From an optimization exercise on the open Yosys and OpenROAD flow, aimed at small area, a short achievable clock period and few clock cycles per item; shortcuts taken in it are not production practice.
No functional check of the RTL was part of any run shown here.
Power and IR drop assume default switching activity.

==> design.v <==
module dtl_hdr_codec (
    input  wire         clk,
    input  wire         rst,
    input  wire         cmd_valid,
    output wire         cmd_ready,
    input  wire         cmd_op,        
    input  wire         cmd_scr_en,    
    input  wire [11:0]  b_plen,
    input  wire [11:0]  b_seq,
    input  wire [3:0]   b_mod,
    input  wire [3:0]   b_fec,
    input  wire [7:0]   b_flen,
    input  wire [7:0]   b_cwid,
    input  wire [13:0]  b_off,
    input  wire [13:0]  b_short,
    input  wire [3:0]   b_emod,
    input  wire [3:0]   b_efec,
    input  wire [767:0] hdr_in,
    output wire         res_valid,
    output wire [95:0]  hdr_out,       
    output wire         res_ok,        
    output wire [11:0]  r_plen,
    output wire [11:0]  r_seq,
    output wire [3:0]   r_mod,
    output wire [3:0]   r_fec,
    output wire [7:0]   r_flen,
    output wire [7:0]   r_cwid,
    output wire [13:0]  r_off,
    output wire [13:0]  r_short,
    output wire [3:0]   r_emod,
    output wire [3:0]   r_efec
);
    localparam HB = 96;
    localparam [95:0] SCR_SEQ = 96'h542de72b306d746440934f70;
    reg [HB-1:0] body_bits;    
    reg [HB-1:0] sign_bits;    
    integer k;
    always @* begin
        body_bits = {HB{1'b0}};
        for (k = 0; k < 12; k = k + 1) body_bits[ 0 + k] = b_plen [11 - k];
        for (k = 0; k < 12; k = k + 1) body_bits[12 + k] = b_seq  [11 - k];
        for (k = 0; k < 4;  k = k + 1) body_bits[24 + k] = b_mod  [3 - k];
        for (k = 0; k < 4;  k = k + 1) body_bits[28 + k] = b_fec  [3 - k];
        for (k = 0; k < 8;  k = k + 1) body_bits[32 + k] = b_flen [7 - k];
        for (k = 0; k < 8;  k = k + 1) body_bits[40 + k] = b_cwid [7 - k];
        for (k = 0; k < 14; k = k + 1) body_bits[48 + k] = b_off  [13 - k];
        for (k = 0; k < 14; k = k + 1) body_bits[62 + k] = b_short[13 - k];
        for (k = 0; k < 4;  k = k + 1) body_bits[76 + k] = b_emod [3 - k];
        for (k = 0; k < 4;  k = k + 1) body_bits[80 + k] = b_efec [3 - k];
    end
    always @* begin
        for (k = 0; k < HB; k = k + 1) sign_bits[k] = hdr_in[8*k + 7];
    end
    assign cmd_ready = 1'b1;
    wire [87:0] m  = cmd_op ? sign_bits[87:0] : body_bits[87:0];
    wire [7:0]  mx = cmd_op ? sign_bits[95:88] : 8'h00;
    wire        pe = cmd_op && cmd_scr_en;
    wire n0 = m[24] ^ m[3];
    wire n1 = m[39] ^ m[58];
    wire n2 = m[44] ^ m[7];
    wire n3 = m[26] ^ m[6];
    wire n4 = m[43] ^ m[53];
    wire n5 = m[23] ^ m[38];
    wire n6 = m[71] ^ m[73];
    wire n7 = m[4] ^ m[40];
    wire n8 = m[27] ^ m[41];
    wire n9 = m[13] ^ m[21];
    wire n10 = m[1] ^ m[37];
    wire n11 = m[69] ^ m[74];
    wire n12 = m[75] ^ m[81];
    wire n13 = m[25] ^ m[70];
    wire n14 = m[48] ^ m[57];
    wire n15 = m[2] ^ m[36];
    wire n16 = m[22] ^ m[72];
    wire n17 = m[35] ^ m[46];
    wire n18 = m[10] ^ m[42];
    wire n19 = m[0] ^ m[8];
    wire n20 = m[55] ^ m[59];
    wire n21 = m[5] ^ m[77];
    wire n22 = m[19] ^ pe;
    wire n23 = cmd_scr_en ^ m[78];
    wire n24 = m[17] ^ m[28];
    wire n25 = m[14] ^ m[20];
    wire n26 = m[56] ^ m[83];
    wire n27 = m[18] ^ m[52];
    wire n28 = m[16] ^ m[45];
    wire n29 = m[33] ^ m[79];
    wire n30 = m[42] ^ m[85];
    wire n31 = m[32] ^ m[49];
    wire n32 = m[61] ^ m[84];
    wire n33 = m[12] ^ m[47];
    wire n34 = m[11] ^ m[51];
    wire n35 = m[87] ^ m[9];
    wire n36 = m[34] ^ m[82];
    wire n37 = m[64] ^ m[66];
    wire n38 = m[31] ^ m[63];
    wire n39 = m[65] ^ m[86];
    wire n40 = m[60] ^ m[76];
    wire n41 = m[50] ^ m[62];
    wire n42 = m[29] ^ m[54];
    wire n43 = m[15] ^ m[5];
    wire n44 = m[30] ^ m[67];
    wire n45 = m[35] ^ m[80];
    wire n46 = m[39] ^ m[68];
    wire n47 = m[11] ^ m[67];
    wire n48 = m[54] ^ m[45];
    wire n49 = m[81] ^ mx[0];
    wire n50 = m[65] ^ m[28];
    wire n51 = m[38] ^ m[1];
    wire n52 = mx[1] ^ m[83];
    wire n53 = m[9] ^ m[41];
    wire n54 = m[12] ^ m[23];
    wire n55 = m[66] ^ m[33];
    wire n56 = m[61] ^ m[21];
    wire n57 = m[15] ^ m[44];
    wire n58 = m[50] ^ m[49];
    wire n59 = m[3] ^ m[26];
    wire n60 = m[22] ^ m[82];
    wire n61 = m[71] ^ m[84];
    wire n62 = m[51] ^ mx[2];
    wire n63 = m[47] ^ m[37];
    wire n64 = m[52] ^ m[6];
    wire n65 = m[60] ^ m[16];
    wire n66 = m[75] ^ m[14];
    wire n67 = m[73] ^ m[7];
    wire n68 = m[79] ^ m[43];
    wire n69 = mx[3] ^ m[4];
    wire n70 = m[24] ^ m[29];
    wire n71 = m[64] ^ mx[4];
    wire n72 = m[80] ^ m[57];
    wire n73 = m[86] ^ m[76];
    wire n74 = m[62] ^ m[25];
    wire n75 = m[48] ^ m[13];
    wire n76 = m[85] ^ m[30];
    wire n77 = m[18] ^ m[59];
    wire n78 = m[40] ^ m[74];
    wire n79 = m[63] ^ mx[5];
    wire n80 = m[70] ^ m[32];
    wire n81 = m[36] ^ m[17];
    wire n82 = m[0] ^ m[27];
    wire n83 = mx[7] ^ m[2];
    wire n84 = m[69] ^ m[20];
    wire n85 = m[87] ^ m[59];
    wire n86 = m[34] ^ m[56];
    wire n87 = m[53] ^ m[31];
    wire n88 = n0 ^ n8;
    wire n89 = n1 ^ n4;
    wire n90 = n15 ^ n7;
    wire n91 = n16 ^ n9;
    wire n92 = n11 ^ n3;
    wire n93 = n12 ^ n6;
    wire n94 = n13 ^ n21;
    wire n95 = n18 ^ n23;
    wire n96 = n10 ^ n5;
    wire n97 = n2 ^ n33;
    wire n98 = n34 ^ n38;
    wire n99 = n0 ^ n45;
    wire n100 = n36 ^ n40;
    wire n101 = n35 ^ n39;
    wire n102 = n24 ^ n30;
    wire n103 = n14 ^ n17;
    wire n104 = n43 ^ n5;
    wire n105 = n14 ^ n22;
    wire n106 = n19 ^ n31;
    wire n107 = n20 ^ n44;
    wire n108 = n10 ^ n42;
    wire n109 = n28 ^ n41;
    wire n110 = n47 ^ n49;
    wire n111 = n48 ^ n51;
    wire n112 = n25 ^ n50;
    wire n113 = n11 ^ n13;
    wire n114 = n60 ^ n17;
    wire n115 = n54 ^ n57;
    wire n116 = n20 ^ n53;
    wire n117 = n58 ^ n52;
    wire n118 = n56 ^ n55;
    wire n119 = n1 ^ n59;
    wire n120 = m[68] ^ n25;
    wire n121 = n26 ^ n61;
    wire n122 = m[0] ^ n62;
    wire n123 = n68 ^ n65;
    wire n124 = n16 ^ n64;
    wire n125 = n66 ^ n32;
    wire n126 = n67 ^ n69;
    wire n127 = n26 ^ n46;
    wire n128 = n23 ^ n74;
    wire n129 = n71 ^ n27;
    wire n130 = n72 ^ n32;
    wire n131 = n6 ^ n73;
    wire n132 = n79 ^ n78;
    wire n133 = n77 ^ n76;
    wire n134 = n29 ^ n2;
    wire n135 = n12 ^ n19;
    wire n136 = n75 ^ m[72];
    wire n137 = n3 ^ n22;
    wire n138 = n37 ^ n2;
    wire n139 = n80 ^ mx[6];
    wire n140 = n29 ^ n27;
    wire n141 = n37 ^ n85;
    wire n142 = n87 ^ n82;
    wire n143 = n9 ^ n83;
    wire n144 = n84 ^ n46;
    wire n145 = n86 ^ n18;
    wire n146 = n101 ^ n89;
    wire n147 = n91 ^ n95;
    wire n148 = n108 ^ n94;
    wire n149 = n107 ^ n92;
    wire n150 = n105 ^ n99;
    wire n151 = n106 ^ n90;
    wire n152 = n103 ^ n98;
    wire n153 = n109 ^ n88;
    wire n154 = n111 ^ n91;
    wire n155 = n112 ^ n113;
    wire n156 = n110 ^ n100;
    wire n157 = n114 ^ n118;
    wire n158 = n116 ^ n90;
    wire n159 = n117 ^ n93;
    wire n160 = n119 ^ n115;
    wire n161 = n121 ^ n122;
    wire n162 = n100 ^ n63;
    wire n163 = n104 ^ n90;
    wire n164 = n102 ^ n124;
    wire n165 = n126 ^ n125;
    wire n166 = n94 ^ n96;
    wire n167 = n123 ^ n88;
    wire n168 = n70 ^ n102;
    wire n169 = n129 ^ n97;
    wire n170 = n89 ^ n130;
    wire n171 = n131 ^ n128;
    wire n172 = n104 ^ n92;
    wire n173 = n136 ^ n134;
    wire n174 = n133 ^ n137;
    wire n175 = n135 ^ n132;
    wire n176 = n139 ^ n93;
    wire n177 = n88 ^ n81;
    wire n178 = n141 ^ n143;
    wire n179 = n96 ^ n142;
    wire n180 = n97 ^ n140;
    wire n181 = n145 ^ n93;
    wire n182 = n147 ^ n149;
    wire n183 = n156 ^ n154;
    wire n184 = n89 ^ n155;
    wire n185 = n150 ^ n151;
    wire n186 = n157 ^ n158;
    wire n187 = n148 ^ n120;
    wire n188 = n159 ^ n160;
    wire n189 = n163 ^ n162;
    wire n190 = n161 ^ n153;
    wire n191 = n127 ^ n165;
    wire n192 = n164 ^ n166;
    wire n193 = n152 ^ n167;
    wire n194 = n169 ^ n151;
    wire n195 = n171 ^ n172;
    wire n196 = n170 ^ n168;
    wire n197 = n173 ^ n148;
    wire n198 = n175 ^ n174;
    wire n199 = n146 ^ n153;
    wire n200 = n177 ^ n138;
    wire n201 = n152 ^ n176;
    wire n202 = n144 ^ n180;
    wire n203 = n179 ^ n150;
    wire n204 = n178 ^ n181;
    wire n205 = n185 ^ n183;
    wire n206 = n186 ^ n187;
    wire n207 = n190 ^ n182;
    wire n208 = n192 ^ n193;
    wire n209 = n195 ^ n194;
    wire n210 = n197 ^ n198;
    wire n211 = n200 ^ n182;
    wire n212 = n146 ^ n201;
    wire n213 = n204 ^ n202;
    wire [15:0] p_d = {n213, n212, n211, n210, n209, n208, n207, n206, n205, n203, n199, n196, n191, n189, n188, n184};
    reg                v_q;
    reg  [83:0]        y_q;
    reg                e_q;        
    reg  [16-1:0] p_q;
    always @(posedge clk) begin
        if (rst) v_q <= 1'b0;
        else     v_q <= cmd_valid;
        y_q <= m[83:0] ^ (cmd_scr_en ? SCR_SEQ[83:0] : 84'd0);
        e_q <= cmd_scr_en;
        p_q <= p_d;
    end
    wire q0 = p_q[7] ^ p_q[0];
    wire q1 = p_q[1] ^ p_q[8];
    wire q2 = p_q[9] ^ p_q[2];
    wire q3 = p_q[3] ^ p_q[10];
    wire q4 = p_q[4] ^ p_q[11];
    wire q5 = p_q[5] ^ p_q[12];
    wire q6 = p_q[13] ^ p_q[14];
    wire q7 = p_q[15] ^ p_q[6];
    wire [7:0] t = {q7, q6, q5, q4, q3, q2, q1, q0};
    assign res_valid = v_q;
    assign hdr_out   = {t, 2'b00, e_q, 1'b0, y_q};
    assign res_ok    = (t == 8'h00);
    genvar g;
    generate
        for (g = 0; g < 12; g = g + 1) begin : g_plen
            assign r_plen[11 - g] = y_q[ 0 + g];
            assign r_seq [11 - g] = y_q[12 + g];
        end
        for (g = 0; g < 4; g = g + 1) begin : g_id
            assign r_mod [3 - g] = y_q[24 + g];
            assign r_fec [3 - g] = y_q[28 + g];
            assign r_emod[3 - g] = y_q[76 + g];
            assign r_efec[3 - g] = y_q[80 + g];
        end
        for (g = 0; g < 8; g = g + 1) begin : g_byte
            assign r_flen[7 - g] = y_q[32 + g];
            assign r_cwid[7 - g] = y_q[40 + g];
        end
        for (g = 0; g < 14; g = g + 1) begin : g_wide
            assign r_off  [13 - g] = y_q[48 + g];
            assign r_short[13 - g] = y_q[62 + g];
        end
    endgenerate
endmodule
==> flow/run.sh <==
#!/bin/bash
set -euo pipefail
cd "$(dirname "$0")/.."
bash standard.sh BUFFER_PORTS_ARGS="-buffer_cell sky130_fd_sc_hd__buf_1" finish > flow_make.log 2>&1
==> standard.sh <==
#!/bin/bash
# synth_recipe.tcl (not shown) runs the flow's synth.tcl, then flattens the netlist and writes it again
# the make line also repeats each setting of config.mk as NAME=value (left out here)
make -C /OpenROAD-flow-scripts/flow DESIGN_CONFIG=/design/flow/config.mk WORK_HOME=/design/flow/orfs CLKGATE_MAP_FILE= SYNTH_SCRIPT=/design/flow/synth_recipe.tcl "${@:-finish}"
==> config.mk <==
export PLATFORM = sky130hd
export DESIGN_NAME = dtl_hdr_codec
export DESIGN_NICKNAME = dtl_hdr_codec
export VERILOG_FILES = /design/flow/design.v
export SDC_FILE = /design/flow/constraint.sdc
export NUM_CORES = 4
export LEC_CHECK = 0
export ABC_CLOCK_PERIOD_IN_PS = 2000
export CAP_MARGIN = 20
export CORE_AREA = 10 10 290 290
export DIE_AREA = 0 0 300 300
export SETUP_SLACK_MARGIN = 2.6
export SLEW_MARGIN = 20
export TNS_END_PERCENT = 10
==> constraint.sdc <==
create_clock -name core_clock -period 5.0 [get_ports {clk}]
set_input_delay 1.0000 -clock core_clock [delete_from_list [all_inputs] [get_ports {clk}]]
set_output_delay 1.0000 -clock core_clock [all_outputs]
set_load 0.01 [all_outputs]
==> results of run 1 <==
[final timing paths]
check / from / to / slack (ns) / depth (start not counted)
worst min-delay path: rst / v_q / 0.78 / 2
worst max-delay path: cmd_op / p_q[12] / 2.31 / 7
[logic make-up after synthesis]
family / Yosys count / share of synthesized area
AOI/OAI and AO/OA: 23 / 0.0168
xor gates and xnor gates: 297 / 0.387
buffers and inverters: 131 / 0.133
DFF: 102 / 0.282
muxes: 113 / 0.166
other: 2 / 0.00104
and+or+nand+nor: 23 / 0.0147
[layout by cell type, fill, tap and decap left out, types with 2 or more instances in the layout]
master     count
nor2_1        12
dfxtp_1      102
buf_1        360
xnor2_4        2
nor2b_1        5
buf_12         3
buf_6          3
buf_4         22
mux2i_2        8
nand2_1        3
xor2_1        91
conb_1         4
a21oi_2        3
mux2_4         6
xnor2_2       17
clkbuf_16     10
diode_2        6
inv_8          2
mux2i_4       12
inv_1         12
xnor3_1        9
mux2_2        25
clkbuf_8       2
mux2i_1       62
a21oi_1       16
inv_6          3
xnor2_1      173
buf_16         2
o21ai_0        2
xnor3_2        3
[what timing repair did]
item	CTS	global route
pin swaps	6	4
buffers inserted	10	0
cloned	4	0
endpoints found under the setup margin	36	17
gates resized for setup	61	6
[stage by stage]
| stage | std cells | area, µm² | setup slack [ns] | util | power [mW] |
|---|---|---|---|---|---|
| floorplan | 693 | 7330 | 2.30 | - | 2.28 |
| global placement | 1996 | 9190 | 1.01 | 0.118 | 2.77 |
| detailed placement | 1996 | 9190 | 1.01 | 0.118 | 2.77 |
| CTS | 2026 | 10000 | 2.32 | 0.129 | 3.64 |
| global route | 2026 | 10000 | 2.25 | 0.129 | 3.76 |
| finish | 2032 | 10000 | 2.31 | 0.129 | 3.58 |
[power by group through the flow]
| stage | clock network (mW) | registers (mW) | logic (mW) |
|---|---|---|---|
| 2_1_floorplan | 0 | 1.08 | 1.20 |
| 4_1_cts | 0.760 | 1.06 | 1.81 |
| 3_3_place_gp | 0 | 1.08 | 1.69 |
| 5_1_grt | 0.778 | 1.07 | 1.92 |
| 6_report | 0.738 | 1.06 | 1.79 |
| 3_5_place_dp | 0 | 1.08 | 1.69 |
[sequential cells by signal, summed over array words and instances (netlist names)]
| register | cells |
|---|---|
| e_q | 1 |
| v_q | 1 |
| y_q | 84 |
| p_q | 16 |
[area by class of cell]
type                       count  area share
antenna                        6     0.00149
clock buffer                   9      0.0224
clock inverter                 7     0.00623
inverter                      12     0.00448
multi-input combinational    460       0.457
sequential                   102       0.203
tap                         1040       0.130
timing repair buffer         396       0.175
[per-layer routing]
layer | vias up | track usage | routed length [µm]
met3 | 42 | 0.0336 | 5010
met1 | 2731 | 0.151 | 23900
met4 | 10 | 0.0220 | 728
met2 | 382 | 0.155 | 20200
li1 | 2705 | - | -
met5 | - | 0 | 71
==> impl_metrics.toml, run 1 <==
[layout]
regArea_um2 = 2040
multi_input_area_um2 = 4590
drive_gt1_frac = 0.134
area_growth_pct = 38.7
layout.nets = 1838
n_fill_cell = 9028

[placed_design]
dp_hpwl_um = 44000
gp_congestion = 0.812
io_buffers = 363

[power_and_ir_drop]
clkPwrFrac = 0.206
combPwrFrac = 0.498
switching_power_mw = 1.47
intPower_mw = 2.11
cellPowerDensity_nw_per_um2 = 357
p_leak_nw = 3.54
ir_drop_mv = 0.250
swShare = 0.411
pwr-share-seq = 0.296

[setup_path]
crit_arrival_ns = 2.95
critical_path_class = "in -> reg"
crit_slowest_cell = "xnor3_2"
crit_required_ns = 5.26
critical_path.top_delay_family = "XOR/XNOR gates"
path_buf_inv = 2
cp-end-kind = "flop"
crit_fanout = 10
critPathLaunchType = "input port"
max_stage_delay_ns = 0.50
worstPathCellList = "clkbuf_16 > buf_6 > mux2i_4 > xnor3_2 > xor2_1 > xnor3_1 > xnor2_1"

[route]
wl_per_cell_um = 24.6
ant_nets = 0
wirelength_um = 49900
first_pass_iters = 4
first_iter_violations = 250
route.vias.total = 5870
via_per_inst = 2.89
drc = 0

[yosys]
synth_cell_types = 28
synthFlopType = "dfxtp_1"
yosysMostFrequentCell = "xnor2_1"
syn_area_um2 = 7240
synth_common_cells = "xnor2_1 (189), buf_4 (102), dfxtp_1 (102)"
synth_edf_count = 0
synth_warnings = 1
synth_top_area_share = 0.282
synth.avg_cell_area_um2 = 10.5
yosys-top-cells-area = "dfxtp_1 (28%), xnor2_1 (23%), xor2_1 (11%)"
yosysTopAreaCell = "dfxtp_1"
seq_area_frac_synth = 0.282
ys_ff_latch = 102
async_reset_ff_frac = 0
synthesis.instances = 691

[sta]
max_freq_mhz = 372
worstMarginPinSlew_ns = 0.792
final.period_utilization = 0.538
fin_setup_tns_ns = 0
fin_crit_ns = 2.69
setup_viol = 0
rsz0062_at_grt = "yes"
finalHoldViolCount = 0
slew-limit-headroom = 0.472
fin_worst_hold_slack_ns = 0.784
slew_violations = 0

[outcome]
outcome = "no timing/DRC/antenna violations"

[die]
fp.dieW_um = 300
fp.dieH_um = 300
io_pins = 1040
initial_core_util = 0.0933
core_area_um2 = 77600
row_count = 102
fp.dieArea_um2 = 90000

[run]
drv_cap = 0

[cts]
htree_levels = 3
path_clk_slew_ns = 0.08
cts_inserted_buffers = 9
cts_tree = "done"
clock-sinks = 102
clockRootBuffer = "clkbuf_16"
ctsHoldBuffers = 0
clockBufferDepth = 2

[global_routing]
antenna_found_initial = 42
grt_pass1_wl_um = 62800
grt_usage = 0.107
grt_pass1_vias = 6389
grt_overflow_total = 0
grt_max_degree = 42

[worst_hold_path]
hold_class = "in -> reg"
==> run 2: changes to the inputs <==
==> flow/run.sh (replaced) <==
#!/bin/bash
# The standard layout, with two changes to how the cells are sized:
#  - the port buffers are made from the smallest buffer cell (buf_1);
#  - after floorplan, every combinational cell is set to the smallest drive
#    strength of its footprint, so that the later timing repair sizes up
#    only what the timing needs.
# Each tool's output goes to a log of its own in the work folder.
set -euo pipefail
cd "$(dirname "$0")/.."
W=$PWD
R=$W/orfs/results/${FLOW_PLATFORM:-sky130hd}/dtl_hdr_codec/base
PB="BUFFER_PORTS_ARGS=-buffer_cell sky130_fd_sc_hd__buf_1"
bash standard.sh "$PB" floorplan > flow_make_floorplan.log 2>&1
RESULTS=$R openroad -no_init -exit flow/downsize.tcl > flow_downsize.log 2>&1
bash standard.sh "$PB" finish > flow_make_finish.log 2>&1
==> flow/downsize.tcl (new file) <==
# Set every combinational cell of 2_floorplan.odb to the smallest drive
# strength (_1) of its footprint. Registers, clock cells and tie cells stay.
set lib $::env(FLOW_HOME)/platforms/sky130hd/lib/sky130_fd_sc_hd__tt_025C_1v80.lib
read_liberty $lib
read_db $::env(RESULTS)/2_floorplan.odb
set db [ord::get_db]
set n 0
foreach inst [[ord::get_db_block] getInsts] {
  set m [[$inst getMaster] getName]
  if {![regexp {^(sky130_fd_sc_hd__[a-z0-9]+)_([0-9]+)$} $m -> base size]} { continue }
  if {$size == 1} { continue }
  if {[regexp {__(df|sdf|edf|dl|clk|conb|tap|fill|decap|diode|probe|lpflow)} $base]} { continue }
  set target ${base}_1
  set tm [$db findMaster $target]
  if {$tm == "NULL" || $tm == ""} { continue }
  puts "downsize [$inst getName] $m -> $target"
  $inst swapMaster $tm
  incr n
}
puts "downsized $n cells"
write_db $::env(RESULTS)/2_floorplan.odb
--- a/config.mk
+++ b/config.mk
@@ -9,6 +9,6 @@
 export CAP_MARGIN = 20
 export CORE_AREA = 10 10 290 290
 export DIE_AREA = 0 0 300 300
-export SETUP_SLACK_MARGIN = 2.6
+export SETUP_SLACK_MARGIN = 2.7
 export SLEW_MARGIN = 20
 export TNS_END_PERCENT = 10
==> impl_metrics.toml, run 2 <==
[sta]
final.period_utilization = 0.530
finalHoldViolCount = 0
fin_worst_hold_slack_ns = 0.779
setup_ws_ns = 2.35
fin_setup_tns_ns = 0
worstMarginPinSlew_ns = 0.810
rsz0062_at_grt = "yes"
setup_viol = 0
max_freq_mhz = 378
fin_crit_ns = 2.65
slew_violations = 0
slew-limit-headroom = 0.445

[worst_hold_path]
hold_class = "in -> reg"

[global_routing]
busiest_layer = "met2"
antenna_found_initial = 36
grt_max_degree = 42
use_met3 = 0.0361
grt_pass1_wl_um = 63400
use_met2 = 0.157
grt_pass1_vias = 6625
use_met1 = 0.145
grt_overflow_total = 0
grt_usage = 0.108

[die]
fp.dieW_um = 300
fp.dieH_um = 300
io_pins = 1040
row_count = 102
fp.dieArea_um2 = 90000
initial_core_util = 0.0933
core_area_um2 = 77600

[setup_path]
critical_path_class = "reg -> out"
critical_path.top_delay_family = "simple AND/OR/NAND/NOR gates"
max_stage_delay_ns = 0.38
crit_arrival_ns = 1.65
crit_required_ns = 4.00
worstPathCellList = "xor2_1 > nor4_2 > and2_1 > buf_2"
crit_slowest_cell = "nor4_2"
path_buf_inv = 1
critPathLaunchType = "flop"
crit_fanout = 2
cp-end-kind = "output pin"

[placed_design]
dp_hpwl_um = 43400
io_buffers = 363
gp_congestion = 0.843
postPlaceCellArea_um2 = 9110
place_worst_setup_slack_ns = 0.858

[layout]
drive_gt1_frac = 0.135
n_fill_cell = 8979
layout_common_cells = "buf_1 (360), xnor2_1 (165), dfxtp_1 (102), xor2_1 (90), mux2i_1 (59)"
stdcell_area_um2 = 10500
reg_top3 = "y_q x84, p_q x16"
top_register = "y_q"
largest_reg_flops = 84
layout.nets = 1857
area_growth_pct = 44.3
mostFrequentLayoutCell = "buf_1"

[route]
ant_nets = 0
via_per_inst = 2.92
wl_per_cell_um = 24.3
route.vias.total = 5999
drc = 0
wirelength_um = 50100
first_pass_iters = 4
first_iter_violations = 278

[yosys]
synth_common_cells = "xnor2_1 (189), buf_4 (102), dfxtp_1 (102)"
synth_top_area_share = 0.282
yosysTopAreaCell = "dfxtp_1"
synth.avg_cell_area_um2 = 10.5
synthesis.instances = 691
yosysMostFrequentCell = "xnor2_1"
ys_ff_latch = 102
synth_warnings = 1
syn_area_um2 = 7240
seq_area_frac_synth = 0.282
async_reset_ff_frac = 0
yosys-top-cells-area = "dfxtp_1 (28%), xnor2_1 (23%), xor2_1 (11%)"
synthFlopType = "dfxtp_1"
synth_cell_types = 28
synth_edf_count = 0

[power_and_ir_drop]
p_leak_nw = 3.72
power_mw = 3.71
cellPowerDensity_nw_per_um2 = 355
ir_drop_mv = 0.209

[cts]
clock-sinks = 102
cts_inserted_buffers = 9
htree_levels = 3
clockRootBuffer = "clkbuf_16"
cts_tree = "done"
clockBufferDepth = 2
path_clk_slew_ns = 0.08

[run]
drv_cap = 0

[outcome]
outcome = "no timing/DRC/antenna violations"
==> run 2: cell types whose count changed in the layout (fill, tap and decap cells not counted), moves of 5 or more <==
cell,before,now
xnor2_2,17,22
mux2_1,0,26
buf_4,22,36
mux2_2,25,4
diode_2,6,11
mux2_4,6,1
xnor2_1,173,165
mux2i_4,12,17
==> run 2: kinds of logic (layout without fill, tap and decap cells) <==
group                     count (synthesis)  after routing  share of synthesized area
muxes                                   113            113                      0.166
DFF                                     102            102                      0.282
and+or+nand+nor                          23             23                     0.0147
buffers and inverters                   131            443                      0.133
other                                     2             15                    0.00104
xor gates and xnor gates                297            297                      0.387
AOI/OAI and AO/OA                        23             23                     0.0168
==> run 2: layer usage <==
layer	part of all wire	vias to the layer above
li1	-	2754
met1	0.46	2796
met2	0.41	378
met3	0.095	61
met4	0.029	10
met5	0.0010	-
==> run 2: final cells by class <==
type	instances	area [µm²]	area share
multi-input combinational	460	4720	0.452
sequential	102	2040	0.195
timing repair buffer	415	2010	0.193
tap	1040	1300	0.125
clock buffer	9	225	0.0215
clock inverter	7	76.3	0.00730
inverter	12	45.0	0.00431
antenna	11	27.5	0.00263
==> run 2: final timing paths <==
check	start	endpoint	slack, ns	depth (start not counted)
worst max-delay path	p_q[12]	res_ok	2.35	4
worst min-delay path	rst	v_q	0.78	2
==> run 2: stage by stage <==
| stage | cells | utilization |
|---|---|---|
| 2_1_floorplan | 693 | - |
| 3_3_place_gp | 1999 | 0.117 |
| 3_5_place_dp | 1999 | 0.117 |
| 4_1_cts | 2040 | 0.132 |
| 5_1_grt | 2048 | 0.134 |
| 6_report | 2056 | 0.135 |
==> run 2: repair_timing <==
item	4_1_cts	5_1_grt
endpoints found under the setup margin	61	20
buffers inserted	19	5
gates cloned	6	0
resized for setup	94	24
pin swaps	18	9
hold buffers	0	0
==> run 2: power breakdown <==
part	switching (mW)	leakage, nW	internal [mW]	total [mW]
Combinational	1.03	2.71	0.879	1.90
Clock	0.389	0.147	0.356	0.745
Sequential	0.0923	0.861	0.969	1.06
Total	1.51	3.72	2.20	3.71

[static timing again, ports no longer ideal]
No port has a modelled driver above. Below, the same layouts with a new extraction and two added sets of constraints.
Step 1 (the two cells are an assumption about what drives the block):
set clk [get_ports {clk}]
set_driving_cell -lib_cell sky130_fd_sc_hd__clkbuf_16 $clk
set_driving_cell -lib_cell sky130_fd_sc_hd__buf_2 [delete_from_list [all_inputs] $clk]
Step 2, shift: input delay + t, output delay - t, t = (earliest + latest rising clock arrival at the registers) / 2. This alone moves slack from input paths to output paths.
Three values: ideal ports, drivers, drivers and shift; two values: the first two.
| run | t, ns | setup slack, ns | cell pins on the clock port's net |
|---|---|---|---|
| run 1 | 0.415 | 2.310 / 2.151 / 1.736 | 1 |
| run 2 | 0.423 | 2.351 / 2.061 / 1.637 | 1 |
After both steps setup and hold are still met in every run listed. For run 2, which loses most, drivers alone change the setup slack by -0.290 ns; drivers and shift together by -0.714 ns.
